This is an optimization exercise on Yosys and OpenROAD, whose aim is a short achievable clock period, not a production implementation. Function was not checked in any run shown here: the RTL went through the layout flow alone. In runs 1 and 2 the design's own scripts or RTL, not TritonCTS, make the clock network. The flow treats the clock pin as an ideal source. Dropping or thinning the clock tree relies on that and would not hold on a real chip. No activity file was given, so power comes from the tool's default toggle rates.

===== flow/config.mk =====
export PLATFORM = sky130hd
export DESIGN_NAME = fcp
export DESIGN_NICKNAME = fcp
export VERILOG_FILES = /design/flow/design.v
export SDC_FILE = /design/flow/constraint.sdc
export NUM_CORES = 4
export LEC_CHECK = 0
export ABC_CLOCK_PERIOD_IN_PS = 800
export CAP_MARGIN = 20
export CORE_MARGIN = 2
export CORE_UTILIZATION = 55
export PLACE_DENSITY = 0.7
export SETUP_SLACK_MARGIN = 2.8
export SLEW_MARGIN = 20
export SYNTH_HIERARCHICAL = 1
export SYNTH_MINIMUM_KEEP_SIZE = 0

===== flow/constraint.sdc =====
create_clock -name core_clock -period 4.5 [get_ports {clk}]
set_input_delay 0.9000 -clock core_clock [delete_from_list [all_inputs] [get_ports {clk}]]
set_output_delay 0.9000 -clock core_clock [all_outputs]
set_load 0.01 [all_outputs]

===== flow/design.v =====
module fcp #(
    parameter PMAX = 64                  
) (
    input  wire        clk,
    input  wire        rst,              
    input  wire        req_valid,
    input  wire [35:0] req,
    output reg         rsp_valid,
    output reg  [49:0] rsp
);
    wire [3:0]  opsel = req[35:32];
    wire [31:0] arg   = req[31:0];
    wire [7:0]  b     = arg[7:0];
    wire [15:0] s_len = arg[31:16];
    reg         st_idle, st_fill, st_emit;    
    reg  [7:0]  acc_s;       
    reg  [7:0]  acc_c;
    reg         acc_sv;      
    reg  [7:0]  hdr_s;       
    reg  [7:0]  hdr_c;       
    reg  [7:0]  hdr_n;       
    reg  [7:0]  t_type;
    reg  [7:0]  t_id;
    reg  [6:0]  t_len;       
    reg  [PMAX-1:0] pc;      
    reg  [6:0]  prem;        
    reg         prem1;       
    reg         prem2;       
    reg         wen;         
    reg  [7:0]  wd;
    reg  [6:0]  kh;          
    reg  [6:0]  eidx;
    reg         elast;       
    reg         sp;          
    reg  [5:0]  hc;          
    reg         hvalid;
    reg  [47:0] hdr;         
    reg         pp_v;        
    reg  [7:0]  pp_b;
    reg  [5:0]  pp_pos;
    wire [47:0] hdr_eff;     
    reg  [7:0]  pbuf [0:PMAX-1];
    wire plast = wen ? prem2 : prem1;
    wire v, a_csinit, a_encst, a_encpay, a_emit, a_push, a_hdclr;
    wire acc_init, acc_add, acc_init_c, acc_add_c;
    wire n_idle, n_fill, n_emit;
    wire g_acc_a, g_acc_h, g_eb, g_em, g_push, g_get, g_pack, g_unpack;
    wire [1:0] status;
    wire len_big, len_zero;
    fcp_len u_len (.s_len(s_len), .len_big(len_big), .len_zero(len_zero));
    fcp_dec u_dec (
        .req_valid(req_valid), .rst(rst), .opsel(opsel),
        .len_big(len_big), .len_zero(len_zero),
        .st_idle(st_idle), .st_fill(st_fill), .st_emit(st_emit),
        .hvalid(hvalid), .plast(plast), .elast(elast), .kh0(kh[0]),
        .v(v), .a_csinit(a_csinit), .a_encst(a_encst), .a_encpay(a_encpay),
        .a_emit(a_emit), .a_push(a_push), .a_hdclr(a_hdclr),
        .n_idle(n_idle), .n_fill(n_fill), .n_emit(n_emit),
        .acc_sv(acc_sv), .g_acc_a(g_acc_a), .g_acc_h(g_acc_h), .g_eb(g_eb), .g_em(g_em), .g_push(g_push),
        .g_get(g_get), .g_pack(g_pack), .g_unpack(g_unpack), .status(status)
    );
    fcp_accen u_accen (
        .req_valid(req_valid), .rst(rst), .opsel(opsel),
        .st_idle(st_idle), .st_fill(st_fill), .acc_sv(acc_sv),
        .acc_init(acc_init), .acc_add(acc_add)
    );
    fcp_accen u_accen_c (
        .req_valid(req_valid), .rst(rst), .opsel(opsel),
        .st_idle(st_idle), .st_fill(st_fill), .acc_sv(acc_sv),
        .acc_init(acc_init_c), .acc_add(acc_add_c)
    );
    wire [7:0] acc_n;        
    wire [7:0] eff_s, eff_c;
    fcp_obs u_obs_a (.acc_s(acc_s), .acc_c(acc_c), .acc_n(acc_n));
    wire [7:0] ebyte;
    fcp_emux u_emux (
        .kh(kh), .t_type(t_type), .t_id(t_id), .t_len(t_len),
        .sp(sp), .p0(pbuf[0]), .p1(pbuf[1]), .ebyte(ebyte)
    );
    wire [47:0] rest, data;
    wire [47:0] pack_w   = {16'd0, arg[27:6], arg[5:0], 4'b0000};
    wire [47:0] unpack_w = {16'd0, arg[2:0], arg[3], arg[31:10], arg[9:4]};
    genvar sl;
    generate
        for (sl = 0; sl < 4; sl = sl + 1) begin : g_rs
            fcp_rslice u_rs (
                .opsel(opsel), .hvalid(hvalid), .hdr(hdr_eff[12*sl +: 12]),
                .pk(pack_w[12*sl +: 12]), .up(unpack_w[12*sl +: 12]),
                .d(rest[12*sl +: 12])
            );
        end
    endgenerate
    fcp_fin u_fin (.g_acc_a(g_acc_a), .acc_n(acc_n), .g_acc_h(g_acc_h), .hdr_n(hdr_n),
                   .g_eb(g_eb), .ebyte(ebyte), .g_em(g_em), .elast(elast),
                   .g_push(g_push), .hc5(hc[5]), .rest(rest), .data(data));
    always @(posedge clk) begin
        rsp_valid <= v;
        rsp       <= {status, data};
    end
    always @(posedge clk) begin
        st_idle <= n_idle;
        st_fill <= n_fill;
        st_emit <= n_emit;
    end
    wire [7:0] acc_s_d, acc_c_d;
    assign eff_s = acc_sv ? hdr_s : acc_s;
    assign eff_c = acc_sv ? hdr_c : acc_c;
    wire [7:0] hdr_s_d, hdr_c_d;
    wire [7:0] acc_s_nc, acc_c_ns;
    fcp_accn u_accn_s (
        .acc_s(eff_s), .acc_c(eff_c), .b(b), .init(acc_init), .add(acc_add),
        .acc_s_d(acc_s_d), .acc_c_d(acc_s_nc)
    );
    fcp_accn u_accn_c (
        .acc_s(eff_s), .acc_c(eff_c), .b(b), .init(acc_init_c), .add(acc_add_c),
        .acc_s_d(acc_c_ns), .acc_c_d(acc_c_d)
    );
    fcp_hsum u_hsum (
        .type_b(arg[7:0]), .id_b(arg[15:8]), .len_b(s_len[7:0]),
        .hdr_s(hdr_s_d), .hdr_c(hdr_c_d)
    );
    wire [7:0] hdr_n_d;
    fcp_hsum0 u_hsum0 (.type_b(arg[7:0]), .id_b(arg[15:8]), .hdr_n(hdr_n_d));
    always @(posedge clk) begin
        acc_s <= acc_s_d;    
        acc_c <= acc_c_d;    
        acc_sv <= a_encst;
        if (st_idle) begin
            hdr_s <= hdr_s_d;
            hdr_c <= hdr_c_d;
            hdr_n <= hdr_n_d;
        end
    end
    always @(posedge clk) begin
        if (st_idle) begin
            t_type <= arg[7:0];
            t_id   <= arg[15:8];
            t_len  <= s_len[6:0];
        end
    end
    always @(posedge clk) begin
        if (st_idle) begin
            pc    <= {{(PMAX-1){1'b0}}, 1'b1};
            prem  <= s_len[6:0];
            prem1 <= (s_len[6:0] == 7'd1);
            prem2 <= (s_len[6:0] == 7'd2);
        end else if (wen) begin
            pc    <= {pc[PMAX-2:0], 1'b0};
            prem  <= prem - 7'd1;
            prem1 <= (prem == 7'd2);
            prem2 <= (prem == 7'd3);
        end
        wen <= a_encpay;
        wd  <= b;
    end
    integer i;
    always @(posedge clk) begin
        for (i = 0; i < PMAX; i = i + 1) begin
            if (sp) begin
                if (i < PMAX - 1)
                    pbuf[i] <= pbuf[i+1];
            end else if (wen && pc[i]) begin
                pbuf[i] <= wd;
            end
        end
    end
    wire [6:0] kh_d, eidx_d;
    wire       elast_d;
    fcp_emitn u_emitn (
        .st_emit(st_emit), .a_emit(a_emit), .kh(kh), .eidx(eidx),
        .elast(elast), .t_len(t_len), .kh_d(kh_d), .eidx_d(eidx_d),
        .elast_d(elast_d)
    );
    always @(posedge clk) begin
        kh    <= kh_d;
        eidx  <= eidx_d;
        elast <= elast_d;
        sp    <= a_emit && kh[6];
    end
    always @(posedge clk) begin
        if (rst || a_hdclr) begin
            hc     <= 6'b000001;
            hvalid <= 1'b0;
        end else if (a_push) begin
            hc <= {hc[4:0], hc[5]};
            if (hc[0]) hvalid <= 1'b0;
            if (hc[5]) hvalid <= 1'b1;
        end
    end
    always @(posedge clk) begin
        pp_v   <= a_push;
        pp_b   <= b;
        pp_pos <= hc;
    end
    genvar g;
    generate
        for (g = 0; g < 6; g = g + 1) begin : g_hdr
            always @(posedge clk)
                if (pp_v && pp_pos[g])
                    hdr[8*g +: 8] <= pp_b;
            assign hdr_eff[8*g +: 8] = (pp_v && pp_pos[g]) ? pp_b : hdr[8*g +: 8];
        end
    endgenerate
endmodule
module fcp_dec (
    input  wire        req_valid,
    input  wire        rst,
    input  wire [3:0]  opsel,
    input  wire        len_big,
    input  wire        len_zero,
    input  wire        st_idle,
    input  wire        st_fill,
    input  wire        st_emit,
    input  wire        hvalid,
    input  wire        plast,
    input  wire        elast,
    input  wire        kh0,
    output wire        v,
    output wire        a_csinit,
    output wire        a_encst,
    output wire        a_encpay,
    output wire        a_emit,
    output wire        a_push,
    output wire        a_hdclr,
    output wire        n_idle,
    output wire        n_fill,
    output wire        n_emit,
    input  wire        acc_sv,
    output wire        g_acc_a,
    output wire        g_acc_h,
    output wire        g_eb,
    output wire        g_em,
    output wire        g_push,
    output wire        g_get,
    output wire        g_pack,
    output wire        g_unpack,
    output wire [1:0]  status
);
    wire o_csinit  = (opsel == 4'h1);
    wire o_csadd   = (opsel == 4'h2);
    wire o_csfin   = (opsel == 4'h3);
    wire o_encst   = (opsel == 4'h4);
    wire o_encpay  = (opsel == 4'h5);
    wire o_encemit = (opsel == 4'h6);
    wire o_abort   = (opsel == 4'h7);
    wire o_push    = (opsel == 4'h8);
    wire o_get     = (opsel == 4'h9);
    wire o_hdclr   = (opsel == 4'hA);
    wire o_pack    = (opsel == 4'hB);
    wire o_unpack  = (opsel == 4'hC);
    wire o_ill     = (opsel[3:2] == 2'b11) && (opsel[1:0] != 2'b00);
    assign v         = req_valid && !rst;
    assign a_csinit  = v && o_csinit && st_idle;
    wire   a_csadd   = v && o_csadd  && st_idle;
    assign a_encst   = v && o_encst  && st_idle && !len_big;
    assign a_encpay  = v && o_encpay && st_fill;
    assign a_emit    = v && o_encemit && st_emit;
    wire   a_abort   = v && o_abort;
    assign a_push    = v && o_push;
    assign a_hdclr   = v && o_hdclr;
    wire stay = !rst && !a_abort;
    assign n_idle = rst || a_abort
                 || (st_idle && !a_encst)
                 || (a_emit && elast);
    assign n_fill = stay && ((st_fill && !(a_encpay && plast))
                          || (a_encst && !len_zero));
    assign n_emit = stay && ((st_emit && !(a_emit && elast))
                          || (a_encpay && plast)
                          || (a_encst && len_zero));
    wire   g_acc    = (o_csfin && st_idle) || (o_encemit && st_emit && kh0);
    assign g_acc_a  = g_acc && !acc_sv;
    assign g_acc_h  = g_acc && acc_sv;
    assign g_eb     = o_encemit && st_emit && !kh0;
    assign g_em     = o_encemit && st_emit;
    assign g_push   = o_push;
    assign g_get    = o_get;
    assign g_pack   = o_pack;
    assign g_unpack = o_unpack;
    assign status[0] = ((o_csinit || o_csadd || o_csfin || o_encst) && !st_idle)
                     || (o_encpay && !st_fill)
                     || (o_encemit && !st_emit)
                     || (o_get && !hvalid)
                     || o_ill;
    assign status[1] = (o_encst && st_idle && len_big) || o_ill;
endmodule
module fcp_accen (
    input  wire        req_valid,
    input  wire        rst,
    input  wire [3:0]  opsel,
    input  wire        st_idle,
    input  wire        st_fill,
    input  wire        acc_sv,
    output wire        acc_init,
    output wire        acc_add
);
    wire v = req_valid && !rst;
    assign acc_add  = v && ((st_idle && opsel == 4'h2) || (st_fill && opsel == 4'h5));
    assign acc_init = rst || (v && st_idle && opsel == 4'h1);
endmodule
module fcp_accn (
    input  wire [7:0] acc_s,
    input  wire [7:0] acc_c,
    input  wire [7:0] b,
    input  wire       init,
    input  wire       add,
    output wire [7:0] acc_s_d,
    output wire [7:0] acc_c_d
);
    function [7:0] pp_add;
        input [7:0] x;
        input [7:0] y;
        reg   [7:0] g, p, t, g1, t1, g2, t2, g3;
        integer n;
        begin
            g = x & y;
            p = x ^ y;
            t = x | y;
            for (n = 0; n < 8; n = n + 1) begin
                if (n >= 1) begin
                    g1[n] = g[n] | ((x[n] & x[n-1]) & y[n-1])
                                 | ((y[n] & x[n-1]) & y[n-1]);
                    t1[n] = t[n] & t[n-1];
                end else begin
                    g1[n] = g[n];
                    t1[n] = t[n];
                end
            end
            for (n = 0; n < 8; n = n + 1) begin
                if (n >= 2) begin
                    g2[n] = g1[n] | (t1[n] & g1[n-2]);
                    t2[n] = t1[n] & t1[n-2];
                end else begin
                    g2[n] = g1[n];
                    t2[n] = t1[n];
                end
            end
            for (n = 0; n < 8; n = n + 1) begin
                if (n >= 4)
                    g3[n] = g2[n] | (t2[n] & g2[n-4]);
                else
                    g3[n] = g2[n];
            end
            pp_add = p ^ {g3[6:0], 1'b0};
        end
    endfunction
    function [7:0] csa_s;
        input [7:0] x;
        input [7:0] y;
        input [7:0] z;
        csa_s = x ^ y ^ z;
    endfunction
    function [7:0] csa_c;
        input [7:0] x;
        input [7:0] y;
        input [7:0] z;
        reg   [7:0] m;
        begin
            m     = (x & y) | (x & z) | (y & z);
            csa_c = {m[6:0], 1'b0};
        end
    endfunction
    assign acc_s_d = add ? csa_s(acc_s, acc_c, b) : init ? 8'hFF : acc_s;
    assign acc_c_d = add ? csa_c(acc_s, acc_c, b) : init ? 8'h00 : acc_c;
endmodule
module fcp_hsum (
    input  wire [7:0] type_b,
    input  wire [7:0] id_b,
    input  wire [7:0] len_b,
    output wire [7:0] hdr_s,
    output wire [7:0] hdr_c
);
    function [7:0] pp_add;
        input [7:0] x;
        input [7:0] y;
        reg   [7:0] g, p, t, g1, t1, g2, t2, g3;
        integer n;
        begin
            g = x & y;
            p = x ^ y;
            t = x | y;
            for (n = 0; n < 8; n = n + 1) begin
                if (n >= 1) begin
                    g1[n] = g[n] | ((x[n] & x[n-1]) & y[n-1])
                                 | ((y[n] & x[n-1]) & y[n-1]);
                    t1[n] = t[n] & t[n-1];
                end else begin
                    g1[n] = g[n];
                    t1[n] = t[n];
                end
            end
            for (n = 0; n < 8; n = n + 1) begin
                if (n >= 2) begin
                    g2[n] = g1[n] | (t1[n] & g1[n-2]);
                    t2[n] = t1[n] & t1[n-2];
                end else begin
                    g2[n] = g1[n];
                    t2[n] = t1[n];
                end
            end
            for (n = 0; n < 8; n = n + 1) begin
                if (n >= 4)
                    g3[n] = g2[n] | (t2[n] & g2[n-4]);
                else
                    g3[n] = g2[n];
            end
            pp_add = p ^ {g3[6:0], 1'b0};
        end
    endfunction
    function [7:0] csa_s;
        input [7:0] x;
        input [7:0] y;
        input [7:0] z;
        csa_s = x ^ y ^ z;
    endfunction
    function [7:0] csa_c;
        input [7:0] x;
        input [7:0] y;
        input [7:0] z;
        reg   [7:0] m;
        begin
            m     = (x & y) | (x & z) | (y & z);
            csa_c = {m[6:0], 1'b0};
        end
    endfunction
    wire [7:0] hs1 = csa_s(type_b, id_b, len_b);
    wire [7:0] hc1 = csa_c(type_b, id_b, len_b);
    assign hdr_s = csa_s(hs1, hc1, 8'd2);
    assign hdr_c = csa_c(hs1, hc1, 8'd2);
endmodule
module fcp_hsum0 (
    input  wire [7:0] type_b,
    input  wire [7:0] id_b,
    output wire [7:0] hdr_n
);
    function [7:0] pp_add;
        input [7:0] x;
        input [7:0] y;
        reg   [7:0] g, p, t, g1, t1, g2, t2, g3;
        integer n;
        begin
            g = x & y;
            p = x ^ y;
            t = x | y;
            for (n = 0; n < 8; n = n + 1) begin
                if (n >= 1) begin
                    g1[n] = g[n] | ((x[n] & x[n-1]) & y[n-1])
                                 | ((y[n] & x[n-1]) & y[n-1]);
                    t1[n] = t[n] & t[n-1];
                end else begin
                    g1[n] = g[n];
                    t1[n] = t[n];
                end
            end
            for (n = 0; n < 8; n = n + 1) begin
                if (n >= 2) begin
                    g2[n] = g1[n] | (t1[n] & g1[n-2]);
                    t2[n] = t1[n] & t1[n-2];
                end else begin
                    g2[n] = g1[n];
                    t2[n] = t1[n];
                end
            end
            for (n = 0; n < 8; n = n + 1) begin
                if (n >= 4)
                    g3[n] = g2[n] | (t2[n] & g2[n-4]);
                else
                    g3[n] = g2[n];
            end
            pp_add = p ^ {g3[6:0], 1'b0};
        end
    endfunction
    function [7:0] csa_s;
        input [7:0] x;
        input [7:0] y;
        input [7:0] z;
        csa_s = x ^ y ^ z;
    endfunction
    function [7:0] csa_c;
        input [7:0] x;
        input [7:0] y;
        input [7:0] z;
        reg   [7:0] m;
        begin
            m     = (x & y) | (x & z) | (y & z);
            csa_c = {m[6:0], 1'b0};
        end
    endfunction
    assign hdr_n = ~pp_add(csa_s(type_b, id_b, 8'd2), csa_c(type_b, id_b, 8'd2));
endmodule
module fcp_obs (
    input  wire [7:0] acc_s,
    input  wire [7:0] acc_c,
    output wire [7:0] acc_n
);
    function [7:0] pp_add;
        input [7:0] x;
        input [7:0] y;
        reg   [7:0] g, p, t, g1, t1, g2, t2, g3;
        integer n;
        begin
            g = x & y;
            p = x ^ y;
            t = x | y;
            for (n = 0; n < 8; n = n + 1) begin
                if (n >= 1) begin
                    g1[n] = g[n] | ((x[n] & x[n-1]) & y[n-1])
                                 | ((y[n] & x[n-1]) & y[n-1]);
                    t1[n] = t[n] & t[n-1];
                end else begin
                    g1[n] = g[n];
                    t1[n] = t[n];
                end
            end
            for (n = 0; n < 8; n = n + 1) begin
                if (n >= 2) begin
                    g2[n] = g1[n] | (t1[n] & g1[n-2]);
                    t2[n] = t1[n] & t1[n-2];
                end else begin
                    g2[n] = g1[n];
                    t2[n] = t1[n];
                end
            end
            for (n = 0; n < 8; n = n + 1) begin
                if (n >= 4)
                    g3[n] = g2[n] | (t2[n] & g2[n-4]);
                else
                    g3[n] = g2[n];
            end
            pp_add = p ^ {g3[6:0], 1'b0};
        end
    endfunction
    function [7:0] csa_s;
        input [7:0] x;
        input [7:0] y;
        input [7:0] z;
        csa_s = x ^ y ^ z;
    endfunction
    function [7:0] csa_c;
        input [7:0] x;
        input [7:0] y;
        input [7:0] z;
        reg   [7:0] m;
        begin
            m     = (x & y) | (x & z) | (y & z);
            csa_c = {m[6:0], 1'b0};
        end
    endfunction
    assign acc_n = ~pp_add(acc_s, acc_c);
endmodule
module fcp_emux (
    input  wire [6:0] kh,
    input  wire [7:0] t_type,
    input  wire [7:0] t_id,
    input  wire [6:0] t_len,
    input  wire       sp,
    input  wire [7:0] p0,
    input  wire [7:0] p1,
    output wire [7:0] ebyte
);
    localparam [7:0] PROTO_VER = 8'h03;
    wire [7:0] pay_head = sp ? p1 : p0;
    assign ebyte = ({8{kh[1]}} & PROTO_VER)
                 | ({8{kh[2]}} & t_type)
                 | ({8{kh[3]}} & t_id)
                 | ({8{kh[4]}} & {1'b0, t_len})
                 | ({8{kh[6]}} & pay_head);
endmodule
module fcp_rslice (
    input  wire [3:0]  opsel,
    input  wire        hvalid,
    input  wire [11:0] hdr,
    input  wire [11:0] pk,
    input  wire [11:0] up,
    output wire [11:0] d
);
    assign d = ({12{opsel == 4'h9 && hvalid}} & hdr)
             | ({12{opsel == 4'hB}} & pk)
             | ({12{opsel == 4'hC}} & up);
endmodule
module fcp_fin (
    input  wire        g_acc_a,
    input  wire [7:0]  acc_n,
    input  wire        g_acc_h,
    input  wire [7:0]  hdr_n,
    input  wire        g_eb,
    input  wire [7:0]  ebyte,
    input  wire        g_em,
    input  wire        elast,
    input  wire        g_push,
    input  wire        hc5,
    input  wire [47:0] rest,
    output wire [47:0] data
);
    assign data = {rest[47:9],
                   rest[8] | (g_em & elast),
                   rest[7:0] | (acc_n & {8{g_acc_a}}) | (hdr_n & {8{g_acc_h}})
                             | (ebyte & {8{g_eb}}) | {7'd0, g_push & hc5}};
endmodule
module fcp_len (
    input  wire [15:0] s_len,
    output wire        len_big,
    output wire        len_zero
);
    wire n1, n2, n3, n4, n5, hi_any, lo_any;
    fcp_nor3  u_n1 (.a(s_len[15]), .b(s_len[14]), .c(s_len[13]), .y(n1));
    fcp_nor3  u_n2 (.a(s_len[12]), .b(s_len[11]), .c(s_len[10]), .y(n2));
    fcp_nor3  u_n3 (.a(s_len[9]),  .b(s_len[8]),  .c(s_len[7]),  .y(n3));
    fcp_nor3  u_n4 (.a(s_len[5]),  .b(s_len[4]),  .c(s_len[3]),  .y(n4));
    fcp_nor3  u_n5 (.a(s_len[2]),  .b(s_len[1]),  .c(s_len[0]),  .y(n5));
    fcp_nand3 u_hi (.a(n1), .b(n2), .c(n3), .y(hi_any));      
    fcp_nand2 u_lo (.a(n4), .b(n5), .y(lo_any));             
    fcp_a21o  u_bg (.a1(s_len[6]), .a2(lo_any), .b1(hi_any), .x(len_big));
    fcp_nor3  u_z  (.a(hi_any), .b(s_len[6]), .c(lo_any), .y(len_zero));
endmodule
module fcp_nor3 (input wire a, input wire b, input wire c, output wire y);
    assign y = ~(a | b | c);
endmodule
module fcp_nand3 (input wire a, input wire b, input wire c, output wire y);
    assign y = ~(a & b & c);
endmodule
module fcp_nand2 (input wire a, input wire b, output wire y);
    assign y = ~(a & b);
endmodule
module fcp_a21o (input wire a1, input wire a2, input wire b1, output wire x);
    assign x = (a1 & a2) | b1;
endmodule
module fcp_emitn (
    input  wire       st_emit,
    input  wire       a_emit,
    input  wire [6:0] kh,
    input  wire [6:0] eidx,
    input  wire       elast,
    input  wire [6:0] t_len,
    output wire [6:0] kh_d,
    output wire [6:0] eidx_d,
    output wire       elast_d
);
    wire [6:0] kh_n    = st_emit ? (kh[6] ? kh : {kh[5:0], 1'b0}) : 7'b0000001;
    wire [6:0] kh_h    = st_emit ? kh : 7'b0000001;
    wire [6:0] eidx_n  = st_emit ? eidx + 7'd1 : 7'd0;
    wire [6:0] eidx_h  = st_emit ? eidx : 7'd0;
    wire       elast_n = st_emit && (eidx == t_len + 7'd4);
    wire       elast_h = st_emit && elast;
    assign kh_d    = a_emit ? kh_n    : kh_h;
    assign eidx_d  = a_emit ? eidx_n  : eidx_h;
    assign elast_d = a_emit ? elast_n : elast_h;
endmodule

===== flow/flow/run.sh =====
#!/bin/bash
# Standard layout, with the clock tree built by flow/tree.tcl (two levels of
# clkbuf_16) instead of TritonCTS. Full output of the ORFS run goes to
# flow_standard.log in the work folder; ORFS's own per-step logs stay under orfs/logs.
set -euo pipefail
W=$(pwd)
export PRE_CTS_TCL="$W/flow/tree.tcl"
bash standard.sh > "$W/flow_standard.log" 2>&1

===== flow/flow/tree.tcl =====
# PRE_CTS hook: build a two-level clock tree by hand in place of TritonCTS.
# The clock port drives NROOT clkbuf_16 buffers; each drives the clkbuf_16
# leaf buffers of its region; each leaf drives at most LEAF_MAX flip-flops.
# Regions and leaf clusters come from recursive bisection of the flip-flop
# positions (alternating x and y at the median).

set LEAF_MAX 28
set NROOT_LEVELS 2   ;# 2 bisections -> 4 root buffers
set BUF sky130_fd_sc_hd__clkbuf_16

set db    [ord::get_db]
set block [ord::get_db_block]
set master [$db findMaster $BUF]
set clknet [$block findNet clk]

# Port buffers: the flow leaves delay cells (clkdlybuf4s50_1) at the ports;
# use plain buffers so the port paths start fast.
foreach bt [$block getBTerms] {
  set net [$bt getNet]
  if {[$net getName] == "clk"} continue
  foreach it [$net getITerms] {
    set inst [$it getInst]
    if {[$bt getIoType] == "INPUT"} {
      replace_cell [$inst getName] sky130_fd_sc_hd__buf_8
    } else {
      replace_cell [$inst getName] sky130_fd_sc_hd__buf_4
    }
  }
}

set sinks {}
foreach it [$clknet getITerms] {
  set inst [$it getInst]
  set bb [$inst getBBox]
  set x [expr {([$bb xMin] + [$bb xMax]) / 2}]
  set y [expr {([$bb yMin] + [$bb yMax]) / 2}]
  lappend sinks [list $x $y $it]
}
puts "tree.tcl: [llength $sinks] clock sinks"

proc bisect {items axis} {
  set s [lsort -integer -index $axis $items]
  set h [expr {[llength $s] / 2}]
  return [list [lrange $s 0 [expr {$h - 1}]] [lrange $s $h end]]
}

# split items until each part has at most max entries
proc split_to {items axis max} {
  if {[llength $items] <= $max} { return [list $items] }
  lassign [bisect $items $axis] a b
  set na [expr {1 - $axis}]
  return [concat [split_to $a $na $max] [split_to $b $na $max]]
}

proc split_levels {items axis levels} {
  if {$levels == 0} { return [list $items] }
  lassign [bisect $items $axis] a b
  set na [expr {1 - $axis}]
  return [concat [split_levels $a $na [expr {$levels - 1}]] [split_levels $b $na [expr {$levels - 1}]]]
}

proc centroid {items} {
  set sx 0; set sy 0
  foreach e $items { set sx [expr {$sx + [lindex $e 0]}]; set sy [expr {$sy + [lindex $e 1]}] }
  set n [llength $items]
  return [list [expr {$sx / $n}] [expr {$sy / $n}]]
}

proc place_buf {block master name x y} {
  set inst [odb::dbInst_create $block $master $name]
  set w [[$inst getMaster] getWidth]
  set h [[$inst getMaster] getHeight]
  $inst setLocation [expr {$x - $w / 2}] [expr {$y - $h / 2}]
  $inst setPlacementStatus PLACED
  return $inst
}

set regions [split_levels $sinks 0 $NROOT_LEVELS]
set r 0
set nleaf 0
foreach reg $regions {
  set leaves [split_to $reg [expr {$NROOT_LEVELS % 2}] $LEAF_MAX]
  set rnet [odb::dbNet_create $block "clknet_r$r"]
  $rnet setSigType CLOCK
  set lc {}
  foreach lf $leaves {
    lassign [centroid $lf] x y
    lappend lc [list $x $y]
    set li [place_buf $block $master "clkbuf_leaf_r${r}_$nleaf" $x $y]
    set lnet [odb::dbNet_create $block "clknet_leaf_$nleaf"]
    $lnet setSigType CLOCK
    [$li findITerm X] connect $lnet
    [$li findITerm A] connect $rnet
    foreach e $lf {
      set it [lindex $e 2]
      $it disconnect
      $it connect $lnet
    }
    incr nleaf
  }
  lassign [centroid $lc] x y
  set ri [place_buf $block $master "clkbuf_root_$r" $x $y]
  [$ri findITerm X] connect $rnet
  [$ri findITerm A] connect $clknet
  incr r
}
$clknet setSigType CLOCK
puts "tree.tcl: $r root buffers, $nleaf leaf buffers"

global_connect
set_propagated_clock [all_clocks]

# TritonCTS is replaced by the tree above
rename clock_tree_synthesis clock_tree_synthesis_unused
proc clock_tree_synthesis {args} { puts "tree.tcl: clock tree built by hand, TritonCTS skipped" }

===== flow/standard.sh =====
#!/bin/bash
# synth_recipe.tcl (not shown) runs the flow's synth.tcl, then flattens the netlist and writes it again
# the make line also repeats each setting of config.mk as NAME=value (left out here)
make -C /OpenROAD-flow-scripts/flow DESIGN_CONFIG=/design/flow/config.mk WORK_HOME=/design/flow/orfs CLKGATE_MAP_FILE= SYNTH_SCRIPT=/design/flow/synth_recipe.tcl "${@:-finish}"

==> results of run 1 <==
-- power by group through the flow --
stage	clock network [uW]	logic, uW	registers (uW)
2_1_floorplan	0	399	8080
3_3_place_gp	0	633	8100
3_5_place_dp	0	653	8100
4_1_cts	3540	785	7940
5_1_grt	3780	911	7950
6_report	3460	841	7940
-- placed cells by master (no fill, tap or decap), drive strengths merged, types with 8 or more instances in the layout --
cell type	count
nor2b	17
xor2	9
edfxtp	568
ha	42
o21ai	29
dfxtp	222
clkbuf	40
mux2	65
fa	21
conb	38
xnor2	20
o2bb2ai	49
nand3b	8
nand2b	32
a22oi	60
buf	209
nand2	1056
and2	8
nor2	94
a21oi	20
a21o	66
mux2i	83
inv	73
nor3	16
-- layout make-up --
class	count	area [um^2]
buffer	36	901
fill	4518	22200
inverter	74	352
multi-input combinational	1828	11300
sequential	790	21600
tap	782	978
timing repair buffer	219	2820
-- through the flow --
step | util [%] | std cells
after floorplan | - | 2912
after global placement | 57.6 | 3586
after detailed placement | 57.6 | 3586
after CTS | 62.1 | 3699
after global routing | 63.1 | 3729
final | 63.1 | 3729
-- state kept, by name (all words and copies together) (netlist names), 8 cells and up --
register / count
acc_c: 8
acc_s: 8
hdr: 48
hdr_c: 8
hdr_n: 8
hdr_s: 8
pbuf: 512
pc: 64
rsp: 50
t_id: 8
t_type: 8
wd: 8
-- final timing paths --
check / startpoint / to / cells after the start
worst max-delay path: req[32] / acc_s[3]$_DFF_P_ / 9
worst min-delay path: hc[4]$_SDFFE_PP0P_ / pp_pos[4]$_DFF_P_ / 0
worst max register to register: sp$_DFF_P_ / pbuf[52][6]$_DFFE_PP_ / 3
worst min register to register: hc[4]$_SDFFE_PP0P_ / pp_pos[4]$_DFF_P_ / 0
-- per-layer routing --
layer	up-vias	GRT usage, %
met3	124	3.31
li1	9779	-
met4	0	5.70
met2	666	39.1
met1	10500	33.4
met5	-	0
-- critical path, cell delays in order --
cell       delay (ns)
buf_8            0.10
buf_12           0.12
buf_12           0.13
nand4bb_4        0.21
a2111oi_4        0.35
buf_4            0.21
buf_12           0.15
nand2_1          0.06
o21ai_1          0.09
-- repair_timing --
| item | 4_1_cts | 5_1_grt |
|---|---|---|
| setup buffers | 61 | 27 |
| cloned | 16 | 3 |
| gates resized for setup | 263 | 113 |
| endpoints found under the setup margin | 1149 | 688 |
| pin swaps | 42 | 33 |
==> Implementation_results.wiki, run 1 <==
{| class="wikitable"
! Metric !! Value
|-
| Register-to-Register Setup Slack || 2.56 ns
|-
| Switching part of the total power || 20.9%
|-
| Gr usage total || 23.7%
|-
| Portion of total power attributed to combinational logic || 6.9%
|-
| Post-synthesis cell area || 33300 um^2
|-
| Number of rows in the core area || 90
|-
| Setup repair after global routing missed its margin || yes
|-
| Data required time of the critical path || 4.83 ns
|-
| Core area || 60100 um^2
|-
| Ratio of cells with drive above 1 in the final layout || 21.4%
|-
| Global route overflow || 0
|-
| Number of vias per cell || 5.64
|-
| Initial core utilization || 55.4%
|-
| Synthesized netlist cell count || 2876
|-
| Final Hold Slack || 0.377 ns
|-
| Placed instance area || 34600 um^2
|-
| Dpl hpwl || 43.3 mm
|-
| Number of buffers inserted by port buffering || 89
|-
| Status || no timing/DRC/antenna violations
|-
| Setup-violating endpoint count in the final report || 0
|-
| Total power || 12200 uW
|-
| Static leakage || 0.0141 uW
|-
| Number of vias after detailed routing || 21.0k
|-
| Met3 routed wirelength || 4.86 mm
|-
| Period utilisation layout || 44.6%
|-
| Antenna violation net count after detailed routing || 0
|-
| Hold Vio Cnt, Final || 0
|-
| Post-place setup slack || 0.927 ns
|-
| Worst-case clock skew || 0.0332 ns
|-
| Antenna violations before repair || 0
|-
| Top-level port count || 90
|-
| Maximum vdd ir drop || 0.000330 V
|-
| Number of maximum-capacitance constraint violations || 0
|-
| Worst setup slack after layout || 2.49 ns
|-
| Fin. max-slew vios || 0
|-
| # hold bufs at CTS || 0
|-
| Maximum number of pins on one net before global-route repair || 145
|-
| Clock period minus final worst setup slack || 2.01 ns
|-
| Top Layer Used || met4
|-
| Clk pin slew, worst setup/hold paths || 0.10 ns
|-
| Max-slew headroom || 46.0%
|-
| Routability congestion estimate || 0.871
|-
| P&R area growth vs syn || 13.9%
|-
| Flop pwr share || 64.8%
|-
| Design internal power || 9690 uW
|-
| HP Class || flop to flop
|-
| Total wire length after detailed routing || 76.6 mm
|-
| Die area || 62600 um^2
|-
| Router iterations before antenna repair || 6
|-
| Clock latency on the worst-skew pair || 0.40 ns
|-
| Synthesis Warnings || 13
|-
| Avg WL per Cell || 20.5 um
|-
| Startpoint kind of the worst setup timing path || input port
|-
| Die Height || 250 um
|-
| Post-route met1 wirelength || 33.2 mm
|-
| Crit path DAT || 2.34 ns
|-
| Syn avg cell area || 11.6 um^2
|-
| Crit path capture type || flop
|-
| Slew at the pin closest to its max-slew limit || 0.806 ns
|-
| Power per Cell Area || 323 nW/um^2
|-
| P_sw || 2560 uW
|-
| Ant. Diodes || 0
|-
| Number of remaining DRC errors || 0
|-
| Biggest fanout along the worst timing path || 8
|-
| Setup TNS || 0 ns
|-
| Count of routing violations after the opening detailed-route iteration || 1626
|-
| Maximum clock frequency || 0.498 GHz
|-
| Die width || 250 um
|-
| First-pass GRT wire length || 118 mm
|-
| Worst Setup Path Type || input port to flop
|-
| Clock network fraction of design power || 28.3%
|-
| Final layout net count || 3051
|-
| Vias in the first global route || 20.7k
|-
| Met2 wire length || 36.5 mm
|-
| Design Area, Final || 38000 um^2
|}
==> run 2, diff against run 1 <==
--- a/flow/flow/tree.tcl
+++ b/flow/flow/tree.tcl
@@ -26,4 +26,11 @@
       replace_cell [$inst getName] sky130_fd_sc_hd__buf_4
     }
+  }
+}
+
+# Response flip-flops drive the output buffers: use the x2 drive strength.
+foreach inst [$block getInsts] {
+  if {[string match {rsp*} [$inst getName]] && [[$inst getMaster] getName] == "sky130_fd_sc_hd__dfxtp_1"} {
+    replace_cell [$inst getName] sky130_fd_sc_hd__dfxtp_2
   }
 }
==> Implementation_results.wiki, run 2 <==
{| class="wikitable"
! Metric !! Value
|-
| Avg WL per Cell || 20.5 um (-0.36%)
|-
| Post-place setup slack || 0.927 ns (unchanged)
|-
| Portion of total power attributed to combinational logic || 6.8% (about the same)
|-
| Clk pin slew, worst setup/hold paths || 0.09 ns (about the same)
|-
| Final layout net count || 3048 (-0.098%)
|-
| Count of routing violations after the opening detailed-route iteration || 1693 (+4.1%)
|-
| # hold bufs at CTS || 0 (unchanged)
|-
| Worst Setup Path Type || input port to flop
|-
| Setup repair after global routing missed its margin || yes
|-
| Global route overflow || 0 (unchanged)
|-
| Power per Cell Area || 323 nW/um^2 (+0.12%)
|-
| Register name with the most flops || pbuf
|-
| Clock period minus final worst setup slack || 2.01 ns (+0.00265 ns)
|-
| Number of buffers inserted by port buffering || 89 (unchanged)
|-
| Design internal power || 9680 uW (about the same)
|-
| Initial core utilization || 55.4% (unchanged)
|-
| Crit path capture type || flop
|-
| Worst-case clock skew || 0.0360 ns (+0.00278 ns)
|-
| Antenna violation net count after detailed routing || 0 (unchanged)
|-
| Syn avg cell area || 11.6 um^2 (unchanged)
|-
| Synthesis Warnings || 13 (unchanged)
|-
| Number of maximum-capacitance constraint violations || 0 (unchanged)
|-
| Biggest fanout along the worst timing path || 5 (-3)
|-
| P&R area growth vs syn || 13.8%
|-
| HP Class || flop to flop
|-
| Number of fill cells || 4537 (+0.42%)
|-
| Die Height || 250 um (unchanged)
|-
| Maximum vdd ir drop || 0.000327 V (-0.79%)
|-
| Die width || 250 um (unchanged)
|-
| Number of vias after detailed routing || 21.1k (+0.17%)
|-
| Worst setup slack after layout || 2.49 ns (-0.00265 ns)
|-
| Die area || 62600 um^2 (unchanged)
|-
| Core area || 60100 um^2 (unchanged)
|-
| Static leakage || 0.0142 uW (+0.18%)
|-
| Hold Vio Cnt, Final || 0 (unchanged)
|-
| Maximum number of pins on one net before global-route repair || 145 (unchanged)
|-
| Status || no timing/DRC/antenna violations
|-
| Period utilisation layout || 44.7% (+0.059 points)
|-
| Vias in the first global route || 20.7k (+0.044%)
|-
| Total power || 12200 uW (about the same)
|-
| Router iterations before antenna repair || 7 (+1)
|-
| Setup TNS || 0 ns (unchanged)
|-
| Register-to-Register Setup Slack || 2.55 ns (about the same)
|-
| Top-level port count || 90 (unchanged)
|-
| Clock latency on the worst-skew pair || 0.40 ns (about the same)
|-
| Commonest non-fill, non-tap cells in the layout || 1039 x nand2_1, 568 x edfxtp_1, 165 x dfxtp_1, 85 x nor2_1, 82 x mux2i_1
|-
| Slew at the pin closest to its max-slew limit || 0.792 ns (-0.0139 ns)
|-
| Synthesized netlist cell count || 2876 (unchanged)
|-
| Antenna violations before repair || 1 (+1)
|-
| Dpl hpwl || 43.3 mm (unchanged)
|-
| Fin. max-slew vios || 0 (unchanged)
|-
| Footprint of the multi-input gates || 11300 um^2 (-0.18%)
|-
| Total wire length after detailed routing || 76.3 mm (-0.44%)
|-
| Flip-flop and latch area || 21600 um^2 (about the same)
|-
| Data required time of the critical path || 4.79 ns (-0.04 ns)
|-
| Setup-violating endpoint count in the final report || 0 (unchanged)
|-
| Post-synthesis cell area || 33300 um^2 (unchanged)
|-
| Max-slew headroom || 46.9% (+0.93 points)
|-
| Number of flip-flops under the largest register name || 512 (unchanged)
|-
| Clock network fraction of design power || 28.3% (about the same)
|-
| Crit path DAT || 2.30 ns (-0.04 ns)
|-
| P_sw || 2560 uW (about the same)
|-
| Number of remaining DRC errors || 0 (unchanged)
|-
| Number of rows in the core area || 90 (unchanged)
|-
| Routability congestion estimate || 0.871 (unchanged)
|-
| Switching part of the total power || 20.9% (about the same)
|-
| Ant. Diodes || 0 (unchanged)
|-
| Startpoint kind of the worst setup timing path || input port
|-
| Number of vias per cell || 5.65 (+0.25%)
|-
| Top Registers || pbuf x512, pc x64, rsp x50
|-
| Ratio of cells with drive above 1 in the final layout || 21.0% (-0.49 points)
|-
| Flop pwr share || 64.9% (about the same)
|-
| First-pass GRT wire length || 118 mm (about the same)
|-
| Maximum clock frequency || 0.498 GHz (-0.13%)
|-
| Gr usage total || 23.6% (-0.042 points)
|-
| Most frequent standard cell in the layout excluding fill and tap cells || nand2_1
|}
==> run 2: per-layer routing <==
layer	vias up	track usage [%]	routed length [um]	share of wire, %
met5	-	0	13	0.017
met4	2	5.12	1880	2.5
li1	9770	-	-	-
met3	119	3.02	4850	6.4
met1	10500	33.4	33100	43
met2	673	39.4	36400	48
==> run 2: area by class of cell <==
| cell class | instances | area share (%) |
|---|---|---|
| flip-flops and latches | 790 | 57.0 |
| multi-input cells | 1828 | 29.8 |
| repair buffers | 216 | 7.36 |
| well taps | 782 | 2.58 |
| plain buffers | 36 | 2.38 |
| inverters | 74 | 0.928 |
==> run 2: final timing paths <==
path | start | end | cells past startpoint
hold / removal | hc[4]$_SDFFE_PP0P_ | pp_pos[4]$_DFF_P_ | 0
hold reg to reg | hc[4]$_SDFFE_PP0P_ | pp_pos[4]$_DFF_P_ | 0
setup reg to reg | sp$_DFF_P_ | pbuf[4][4]$_DFFE_PP_ | 4
setup / recovery | req[32] | eidx[3]$_DFF_P_ | 10
==> run 2: critical path, cell delays in order <==
cell	delay, ns
buf_8	0.10
buf_12	0.13
nor2b_4	0.14
nand3_4	0.11
nor2_4	0.18
buf_6	0.14
nand4_1	0.13
buf_4	0.19
xnor2_2	0.11
and2_1	0.16
==> run 2: power groups by stage <==
stage	clock network, uW	registers [uW]	logic (uW)
6_report	3470	7940	832
5_1_grt	3780	7950	904
4_1_cts	3540	7940	782
3_5_place_dp	0	8100	653
3_3_place_gp	0	8100	633
2_1_floorplan	0	8080	399
==> run 2: stage by stage <==
| step | area [um^2] | std cells | hold slack, ns | utilization [%] |
|---|---|---|---|---|
| after floorplan | 33800 | 2912 | 0.350 | - |
| after global placement | 34600 | 3586 | 0.358 | 57.6 |
| after detailed placement | 34600 | 3586 | 0.365 | 57.6 |
| after CTS | 37300 | 3697 | 0.379 | 62.0 |
| after global routing | 37900 | 3726 | 0.391 | 63.0 |
| final | 37900 | 3726 | 0.378 | 63.0 |
==> run 2: timing repair <==
item	4_1_cts	5_1_grt
setup endpoints to repair	1150	717
gates resized for setup	202	110
gates cloned	17	2
buffers inserted	58	27
pin swaps	37	43
==> run 3, diff against run 2 <==
--- a/flow/design.v
+++ b/flow/design.v
@@ -19,5 +19,4 @@
     reg  [7:0]  hdr_s;       
     reg  [7:0]  hdr_c;       
-    reg  [7:0]  hdr_n;       
     reg  [7:0]  t_type;
     reg  [7:0]  t_id;
@@ -43,5 +42,5 @@
     wire plast = wen ? prem2 : prem1;
     wire v, a_csinit, a_encst, a_encpay, a_emit, a_push, a_hdclr;
-    wire acc_init, acc_add, acc_init_c, acc_add_c;
+    wire acc_en, acc_init, acc_add;
     wire n_idle, n_fill, n_emit;
     wire g_acc_a, g_acc_h, g_eb, g_em, g_push, g_get, g_pack, g_unpack;
@@ -63,14 +62,11 @@
         .req_valid(req_valid), .rst(rst), .opsel(opsel),
         .st_idle(st_idle), .st_fill(st_fill), .acc_sv(acc_sv),
-        .acc_init(acc_init), .acc_add(acc_add)
-    );
-    fcp_accen u_accen_c (
-        .req_valid(req_valid), .rst(rst), .opsel(opsel),
-        .st_idle(st_idle), .st_fill(st_fill), .acc_sv(acc_sv),
-        .acc_init(acc_init_c), .acc_add(acc_add_c)
+        .acc_en(acc_en), .acc_init(acc_init), .acc_add(acc_add)
     );
     wire [7:0] acc_n;        
     wire [7:0] eff_s, eff_c;
+    wire [7:0] hdr_n;        
     fcp_obs u_obs_a (.acc_s(acc_s), .acc_c(acc_c), .acc_n(acc_n));
+    fcp_obs u_obs_h (.acc_s(hdr_s), .acc_c(hdr_c), .acc_n(hdr_n));
     wire [7:0] ebyte;
     fcp_emux u_emux (
@@ -79,19 +75,12 @@
     );
     wire [47:0] rest, data;
-    wire [47:0] pack_w   = {16'd0, arg[27:6], arg[5:0], 4'b0000};
-    wire [47:0] unpack_w = {16'd0, arg[2:0], arg[3], arg[31:10], arg[9:4]};
-    genvar sl;
-    generate
-        for (sl = 0; sl < 4; sl = sl + 1) begin : g_rs
-            fcp_rslice u_rs (
-                .opsel(opsel), .hvalid(hvalid), .hdr(hdr_eff[12*sl +: 12]),
-                .pk(pack_w[12*sl +: 12]), .up(unpack_w[12*sl +: 12]),
-                .d(rest[12*sl +: 12])
-            );
-        end
-    endgenerate
+    fcp_rmux u_rmux (
+        .g_eb(g_eb), .g_em(g_em), .g_push(g_push), .g_get(g_get),
+        .g_pack(g_pack), .g_unpack(g_unpack), .ebyte(ebyte),
+        .elast(elast), .hc5(hc[5]), .hvalid(hvalid), .hdr(hdr_eff), .arg(arg),
+        .data(rest)
+    );
     fcp_fin u_fin (.g_acc_a(g_acc_a), .acc_n(acc_n), .g_acc_h(g_acc_h), .hdr_n(hdr_n),
-                   .g_eb(g_eb), .ebyte(ebyte), .g_em(g_em), .elast(elast),
-                   .g_push(g_push), .hc5(hc[5]), .rest(rest), .data(data));
+                   .rest(rest), .data(data));
     always @(posedge clk) begin
         rsp_valid <= v;
@@ -107,12 +96,7 @@
     assign eff_c = acc_sv ? hdr_c : acc_c;
     wire [7:0] hdr_s_d, hdr_c_d;
-    wire [7:0] acc_s_nc, acc_c_ns;
-    fcp_accn u_accn_s (
+    fcp_accn u_accn (
         .acc_s(eff_s), .acc_c(eff_c), .b(b), .init(acc_init), .add(acc_add),
-        .acc_s_d(acc_s_d), .acc_c_d(acc_s_nc)
-    );
-    fcp_accn u_accn_c (
-        .acc_s(eff_s), .acc_c(eff_c), .b(b), .init(acc_init_c), .add(acc_add_c),
-        .acc_s_d(acc_c_ns), .acc_c_d(acc_c_d)
+        .acc_s_d(acc_s_d), .acc_c_d(acc_c_d)
     );
     fcp_hsum u_hsum (
@@ -120,14 +104,13 @@
         .hdr_s(hdr_s_d), .hdr_c(hdr_c_d)
     );
-    wire [7:0] hdr_n_d;
-    fcp_hsum0 u_hsum0 (.type_b(arg[7:0]), .id_b(arg[15:8]), .hdr_n(hdr_n_d));
     always @(posedge clk) begin
-        acc_s <= acc_s_d;    
-        acc_c <= acc_c_d;    
+        if (acc_en) begin
+            acc_s <= acc_s_d;
+            acc_c <= acc_c_d;
+        end
         acc_sv <= a_encst;
         if (st_idle) begin
             hdr_s <= hdr_s_d;
             hdr_c <= hdr_c_d;
-            hdr_n <= hdr_n_d;
         end
     end
@@ -165,16 +148,15 @@
         end
     end
-    wire [6:0] kh_d, eidx_d;
-    wire       elast_d;
-    fcp_emitn u_emitn (
-        .st_emit(st_emit), .a_emit(a_emit), .kh(kh), .eidx(eidx),
-        .elast(elast), .t_len(t_len), .kh_d(kh_d), .eidx_d(eidx_d),
-        .elast_d(elast_d)
-    );
     always @(posedge clk) begin
-        kh    <= kh_d;
-        eidx  <= eidx_d;
-        elast <= elast_d;
-        sp    <= a_emit && kh[6];
+        if (!st_emit) begin
+            kh    <= 7'b0000001;
+            eidx  <= 7'd0;
+            elast <= 1'b0;
+        end else if (a_emit) begin
+            kh    <= kh[6] ? kh : {kh[5:0], 1'b0};
+            eidx  <= eidx + 7'd1;
+            elast <= (eidx == t_len + 7'd4);
+        end
+        sp <= a_emit && kh[6];
     end
     always @(posedge clk) begin
@@ -291,4 +273,5 @@
     input  wire        st_fill,
     input  wire        acc_sv,
+    output wire        acc_en,
     output wire        acc_init,
     output wire        acc_add
@@ -297,4 +280,5 @@
     assign acc_add  = v && ((st_idle && opsel == 4'h2) || (st_fill && opsel == 4'h5));
     assign acc_init = rst || (v && st_idle && opsel == 4'h1);
+    assign acc_en   = acc_init || acc_sv || acc_add;
 endmodule
 module fcp_accn (
@@ -360,6 +344,6 @@
         end
     endfunction
-    assign acc_s_d = add ? csa_s(acc_s, acc_c, b) : init ? 8'hFF : acc_s;
-    assign acc_c_d = add ? csa_c(acc_s, acc_c, b) : init ? 8'h00 : acc_c;
+    assign acc_s_d = init ? 8'hFF : add ? csa_s(acc_s, acc_c, b) : acc_s;
+    assign acc_c_d = init ? 8'h00 : add ? csa_c(acc_s, acc_c, b) : acc_c;
 endmodule
 module fcp_hsum (
@@ -428,64 +412,4 @@
     assign hdr_c = csa_c(hs1, hc1, 8'd2);
 endmodule
-module fcp_hsum0 (
-    input  wire [7:0] type_b,
-    input  wire [7:0] id_b,
-    output wire [7:0] hdr_n
-);
-    function [7:0] pp_add;
-        input [7:0] x;
-        input [7:0] y;
-        reg   [7:0] g, p, t, g1, t1, g2, t2, g3;
-        integer n;
-        begin
-            g = x & y;
-            p = x ^ y;
-            t = x | y;
-            for (n = 0; n < 8; n = n + 1) begin
-                if (n >= 1) begin
-                    g1[n] = g[n] | ((x[n] & x[n-1]) & y[n-1])
-                                 | ((y[n] & x[n-1]) & y[n-1]);
-                    t1[n] = t[n] & t[n-1];
-                end else begin
-                    g1[n] = g[n];
-                    t1[n] = t[n];
-                end
-            end
-            for (n = 0; n < 8; n = n + 1) begin
-                if (n >= 2) begin
-                    g2[n] = g1[n] | (t1[n] & g1[n-2]);
-                    t2[n] = t1[n] & t1[n-2];
-                end else begin
-                    g2[n] = g1[n];
-                    t2[n] = t1[n];
-                end
-            end
-            for (n = 0; n < 8; n = n + 1) begin
-                if (n >= 4)
-                    g3[n] = g2[n] | (t2[n] & g2[n-4]);
-                else
-                    g3[n] = g2[n];
-            end
-            pp_add = p ^ {g3[6:0], 1'b0};
-        end
-    endfunction
-    function [7:0] csa_s;
-        input [7:0] x;
-        input [7:0] y;
-        input [7:0] z;
-        csa_s = x ^ y ^ z;
-    endfunction
-    function [7:0] csa_c;
-        input [7:0] x;
-        input [7:0] y;
-        input [7:0] z;
-        reg   [7:0] m;
-        begin
-            m     = (x & y) | (x & z) | (y & z);
-            csa_c = {m[6:0], 1'b0};
-        end
-    endfunction
-    assign hdr_n = ~pp_add(csa_s(type_b, id_b, 8'd2), csa_c(type_b, id_b, 8'd2));
-endmodule
 module fcp_obs (
     input  wire [7:0] acc_s,
@@ -566,15 +490,27 @@
                  | ({8{kh[6]}} & pay_head);
 endmodule
-module fcp_rslice (
-    input  wire [3:0]  opsel,
+module fcp_rmux (
+    input  wire        g_eb,
+    input  wire        g_em,
+    input  wire        g_push,
+    input  wire        g_get,
+    input  wire        g_pack,
+    input  wire        g_unpack,
+    input  wire [7:0]  ebyte,
+    input  wire        elast,
+    input  wire        hc5,
     input  wire        hvalid,
-    input  wire [11:0] hdr,
-    input  wire [11:0] pk,
-    input  wire [11:0] up,
-    output wire [11:0] d
+    input  wire [47:0] hdr,
+    input  wire [31:0] arg,
+    output wire [47:0] data
 );
-    assign d = ({12{opsel == 4'h9 && hvalid}} & hdr)
-             | ({12{opsel == 4'hB}} & pk)
-             | ({12{opsel == 4'hC}} & up);
+    wire [31:0] pack_w   = {arg[27:6], arg[5:0], 4'b0000};
+    wire [31:0] unpack_w = {arg[2:0], arg[3], arg[31:10], arg[9:4]};
+    assign data = ({48{g_eb}}     & {40'd0, ebyte})
+                | ({48{g_em}}     & {39'd0, elast, 8'd0})
+                | ({48{g_push}}   & {47'd0, hc5})
+                | ({48{g_get}}    & (hdr & {48{hvalid}}))
+                | ({48{g_pack}}   & {16'd0, pack_w})
+                | ({48{g_unpack}} & {16'd0, unpack_w});
 endmodule
 module fcp_fin (
@@ -583,17 +519,9 @@
     input  wire        g_acc_h,
     input  wire [7:0]  hdr_n,
-    input  wire        g_eb,
-    input  wire [7:0]  ebyte,
-    input  wire        g_em,
-    input  wire        elast,
-    input  wire        g_push,
-    input  wire        hc5,
     input  wire [47:0] rest,
     output wire [47:0] data
 );
-    assign data = {rest[47:9],
-                   rest[8] | (g_em & elast),
-                   rest[7:0] | (acc_n & {8{g_acc_a}}) | (hdr_n & {8{g_acc_h}})
-                             | (ebyte & {8{g_eb}}) | {7'd0, g_push & hc5}};
+    assign data = {rest[47:8],
+                   rest[7:0] | (acc_n & {8{g_acc_a}}) | (hdr_n & {8{g_acc_h}})};
 endmodule
 module fcp_len (
@@ -625,23 +553,2 @@
     assign x = (a1 & a2) | b1;
 endmodule
-module fcp_emitn (
-    input  wire       st_emit,
-    input  wire       a_emit,
-    input  wire [6:0] kh,
-    input  wire [6:0] eidx,
-    input  wire       elast,
-    input  wire [6:0] t_len,
-    output wire [6:0] kh_d,
-    output wire [6:0] eidx_d,
-    output wire       elast_d
-);
-    wire [6:0] kh_n    = st_emit ? (kh[6] ? kh : {kh[5:0], 1'b0}) : 7'b0000001;
-    wire [6:0] kh_h    = st_emit ? kh : 7'b0000001;
-    wire [6:0] eidx_n  = st_emit ? eidx + 7'd1 : 7'd0;
-    wire [6:0] eidx_h  = st_emit ? eidx : 7'd0;
-    wire       elast_n = st_emit && (eidx == t_len + 7'd4);
-    wire       elast_h = st_emit && elast;
-    assign kh_d    = a_emit ? kh_n    : kh_h;
-    assign eidx_d  = a_emit ? eidx_n  : eidx_h;
-    assign elast_d = a_emit ? elast_n : elast_h;
-endmodule
==> flow/run.sh (new file) <==
#!/bin/bash
# synth_recipe.tcl (not shown) runs the flow's synth.tcl, then flattens the netlist and writes it again
# the make line also repeats each setting of config.mk as NAME=value (left out here)
make -C /OpenROAD-flow-scripts/flow DESIGN_CONFIG=/design/flow/config.mk WORK_HOME=/design/flow/orfs CLKGATE_MAP_FILE= SYNTH_SCRIPT=/design/flow/synth_recipe.tcl finish
--- a/flow/config.mk
+++ b/flow/config.mk
@@ -9,7 +9,7 @@
 export CAP_MARGIN = 20
 export CORE_MARGIN = 2
-export CORE_UTILIZATION = 55
-export PLACE_DENSITY = 0.7
-export SETUP_SLACK_MARGIN = 2.8
+export CORE_UTILIZATION = 40
+export PLACE_DENSITY = 0.6
+export SETUP_SLACK_MARGIN = 2.75
 export SLEW_MARGIN = 20
 export SYNTH_HIERARCHICAL = 1
removed: flow/flow/run.sh
removed: flow/flow/tree.tcl
removed: flow/standard.sh
==> Implementation_results.wiki, run 3 <==
{| class="wikitable"
! Metric !! Value
|-
| Antenna violation net count after detailed routing || 0 (unchanged)
|-
| Crit path capture type || output port
|-
| Maximum clock insertion buffer count || 3
|-
| TritonCTS clock tree || built
|-
| Reg-to-Reg Start || acc_s[1]$_DFFE_PP_
|-
| Maximum clock frequency || 0.480 GHz (-3.5%)
|-
| First-pass GRT wire length || 123 mm (+4.6%)
|-
| Worst-case clock skew || 0.0367 ns (+0.000705 ns)
|-
| Biggest fanout along the worst timing path || 1 (-4)
|-
| Post-place setup slack || 1.15 ns (+0.221 ns)
|-
| Deepest level of the CTS H-tree || 3
|-
| Setup TNS || 0 ns (unchanged)
|-
| Placed instance area || 34000 um^2 (-1.8%)
|-
| Die area || 83300 um^2 (+33%)
|-
| Crit path DAT || 1.18 ns (-1.12 ns)
|-
| Slew at the pin closest to its max-slew limit || 0.776 ns (-0.0157 ns)
|-
| Clk pin slew, worst setup/hold paths || 0.06 ns (-0.03 ns)
|-
| Number of remaining DRC errors || 0 (unchanged)
|-
| Number of maximum-capacitance constraint violations || 0 (unchanged)
|-
| Number of buffers inserted during clock tree synthesis || 82
|-
| Number of vias after detailed routing || 20.7k (-1.9%)
|-
| Ant. Diodes || 0 (unchanged)
|-
| Top-level port count || 90 (unchanged)
|-
| Clock latency on the worst-skew pair || 0.65 ns (+0.25 ns)
|-
| Number of rows in the core area || 104 (+16%)
|-
| Number of flip-flops under the largest register name || 512 (unchanged)
|-
| Data required time of the critical path || 3.60 ns (-1.19 ns)
|-
| Most frequent standard cell in the layout excluding fill and tap cells || nand2_1
|-
| Final layout net count || 2976 (-2.4%)
|-
| Startpoint of the most critical hold path || hc[4]$_SDFFE_PP0P_
|-
| Final Hold Slack || 0.372 ns (-0.00571 ns)
|-
| Startpoint of the worst setup timing path || rsp[18]$_DFF_P_
|-
| Count of routing violations after the opening detailed-route iteration || 1668 (-1.5%)
|-
| Total wire length after detailed routing || 78.7 mm (+3.2%)
|-
| Hold Vio Cnt, Final || 0 (unchanged)
|-
| Period utilisation layout || 46.3% (+1.6 points)
|-
| Cell family with most CP delay || flip-flops
|-
| Worst Setup Path Type || flop to output port
|-
| Gr usage total || 19.0% (-4.7 points)
|-
| Standard cell with the maximum stage delay on the critical path || dfxtp_4
|-
| Fin. max-slew vios || 0 (unchanged)
|-
| Avg WL per Cell || 19.6 um (-4.2%)
|-
| Post-synthesis cell area || 32400 um^2 (-2.7%)
|-
| Power per Cell Area || 406 nW/um^2 (+26%)
|-
| Static leakage || 0.0147 uW (+3.9%)
|-
| Commonest non-fill, non-tap cells in the layout || 1064 x nand2_1, 576 x edfxtp_1, 150 x dfxtp_1, 86 x nor2_1
|-
| Number of vias per cell || 5.15 (-9.0%)
|-
| Synthesized netlist cell count || 2825 (-1.8%)
|-
| Max-slew headroom || 48.3% (+1.3 points)
|-
| Design Area, Final || 38200 um^2 (+0.83%)
|-
| Global route overflow || 0 (unchanged)
|-
| Setup-violating endpoint count in the final report || 0 (unchanged)
|-
| Clock period minus final worst setup slack || 2.08 ns (+0.0735 ns)
|-
| Synthesis Warnings || 12 (-1)
|-
| Maximum vdd ir drop || 0.000350 V (+6.8%)
|-
| Maximum number of pins on one net before global-route repair || 119 (-18%)
|-
| Number of fill cells || 7134 (+57%)
|-
| Top Registers || pbuf x512, pc x64, rsp x50
|-
| Setup repair after global routing missed its margin || yes
|-
| Worst setup slack after layout || 2.42 ns (-0.0735 ns)
|-
| Number of instances in the placed design || 3777 (+5.3%)
|-
| Ratio of cells with drive above 1 in the final layout || 20.3% (-0.65 points)
|-
| Die Height || 289 um (+15%)
|-
| Clk root buf || clkbuf_16
|-
| Core area || 80400 um^2 (+34%)
|-
| Syn avg cell area || 11.5 um^2 (-0.92%)
|-
| Sink count of the clock tree || 782
|-
| Dpl hpwl || 44.8 mm (+3.4%)
|-
| Antenna violations before repair || 0 (-1)
|-
| Number of buffers inserted by port buffering || 89 (unchanged)
|-
| P&R area growth vs syn || 17.9%
|-
| # hold bufs at CTS || 0 (unchanged)
|-
| Status || no timing/DRC/antenna violations
|-
| Cell Chain, Critical Path || buf_6
|-
| Router iterations before antenna repair || 7 (unchanged)
|-
| Startpoint kind of the worst setup timing path || flop
|-
| Vias in the first global route || 20.8k (+0.48%)
|-
| Die width || 289 um (+15%)
|-
| Initial core utilization || 40.3% (-15 points)
|-
| Post-route non-filler standard cell count || 4015 (+7.8%)
|-
| Register name with the most flops || pbuf
|-
| Routability congestion estimate || 0.870 (-0.11%)
|-
| HP Class || flop to flop
|-
| Slowest Stage Delay on Critical Path || 0.41 ns (+0.22 ns)
|-
| Worst Path Buf+Inv || 1 (-3)
|}
[run 3: cell types whose count changed in the layout (fill, tap and decap cells not counted), sizes merged, moves of 30 or more]
cell and delta:
a22oi -30, buf -37, clkbuf +79, clkinv +31, conb -36, nand3 +30
o2bb2ai -49
[run 3: timing repair]
item | CTS | global route
buffers inserted | 45 | 27
endpoints found under the setup margin | 1158 | 522
gates resized for setup | 497 | 100
gates cloned | 11 | 2
pin swaps | 23 | 26
[run 3: final timing paths]
check                           cells past startpoint                  to  slack [ns]
worst max-delay path                                1             rsp[18]        2.42
worst min-delay path                                0   pp_pos[4]$_DFF_P_        0.37
worst max register to register                      5  acc_s[1]$_DFFE_PP_        2.49
worst min register to register                      0   pp_pos[4]$_DFF_P_        0.37
[run 3: cell type report]
class                      count  area [um^2]  area share (%)
inverter                      69          304           0.796
clock inverter                43          450            1.18
clock buffer                 110         2290            6.00
tap                         1060         1330            3.47
timing repair buffer         197         2190            5.73
multi-input combinational   1754        10100            26.5
sequential                   782        21500            56.3
[run 3: power breakdown]
group / switching, uW / internal [uW] / total, uW
sequential: 76.8 / 7800 / 7880
clock: 2890 / 3970 / 6860
combinational: 462 / 295 / 757
total: 3430 / 12100 / 15500
[run 3: per-layer routing]
| metal | up-vias | part of all wire (%) | global-route usage [%] | routed length [um] |
|---|---|---|---|---|
| li1 | 9640 | - | - | - |
| met1 | 10300 | 46 | 27.4 | 36600 |
| met2 | 597 | 45 | 29.4 | 35700 |
| met3 | 134 | 5.9 | 3.34 | 4640 |
| met4 | 0 | 2.3 | 5.35 | 1780 |
| met5 | - | 0 | 0 | 0 |
[run 3: through the flow]
stage | total power [uW] | utilization (%)
2_1_floorplan | 8450 | -
3_3_place_gp | 8720 | 42.3
3_5_place_dp | 8730 | 42.3
4_1_cts | 15600 | 47.0
5_1_grt | 16000 | 47.5
6_report | 15500 | 47.5

[re-timing with driven ports]
The flow's constraints put no driver on any port. The routed layouts listed below were extracted and timed again, unchanged, in two steps.
Step 1 assumes that a clkbuf_16 drives the clock port and a buf_2 every other input.
Step 2 also shifts input and output timing later by t, the mid clock arrival at the registers, as if the neighbouring blocks saw the same clock.
Slacks: ideal ports / drivers / drivers and shift; pairs: ideal ports / drivers.
run	t (ns)	setup slack, ns	slew at the worst register clock pin (ns)	worst data-port slew with drivers (ns)
run 1	0.501	2.493 / 2.551 / 2.050	0.10 / 0.10	0.16
run 2	0.508	2.490 / 2.523 / 2.015	0.10 / 0.10	0.16
run 3	0.693	2.417 / 2.352 / 1.859	0.06 / 0.06	0.07
After both steps every run listed still meets setup and hold. The setup slack of run 3, which loses most, moves by -0.065 ns with the drivers and by -0.558 ns with both steps.
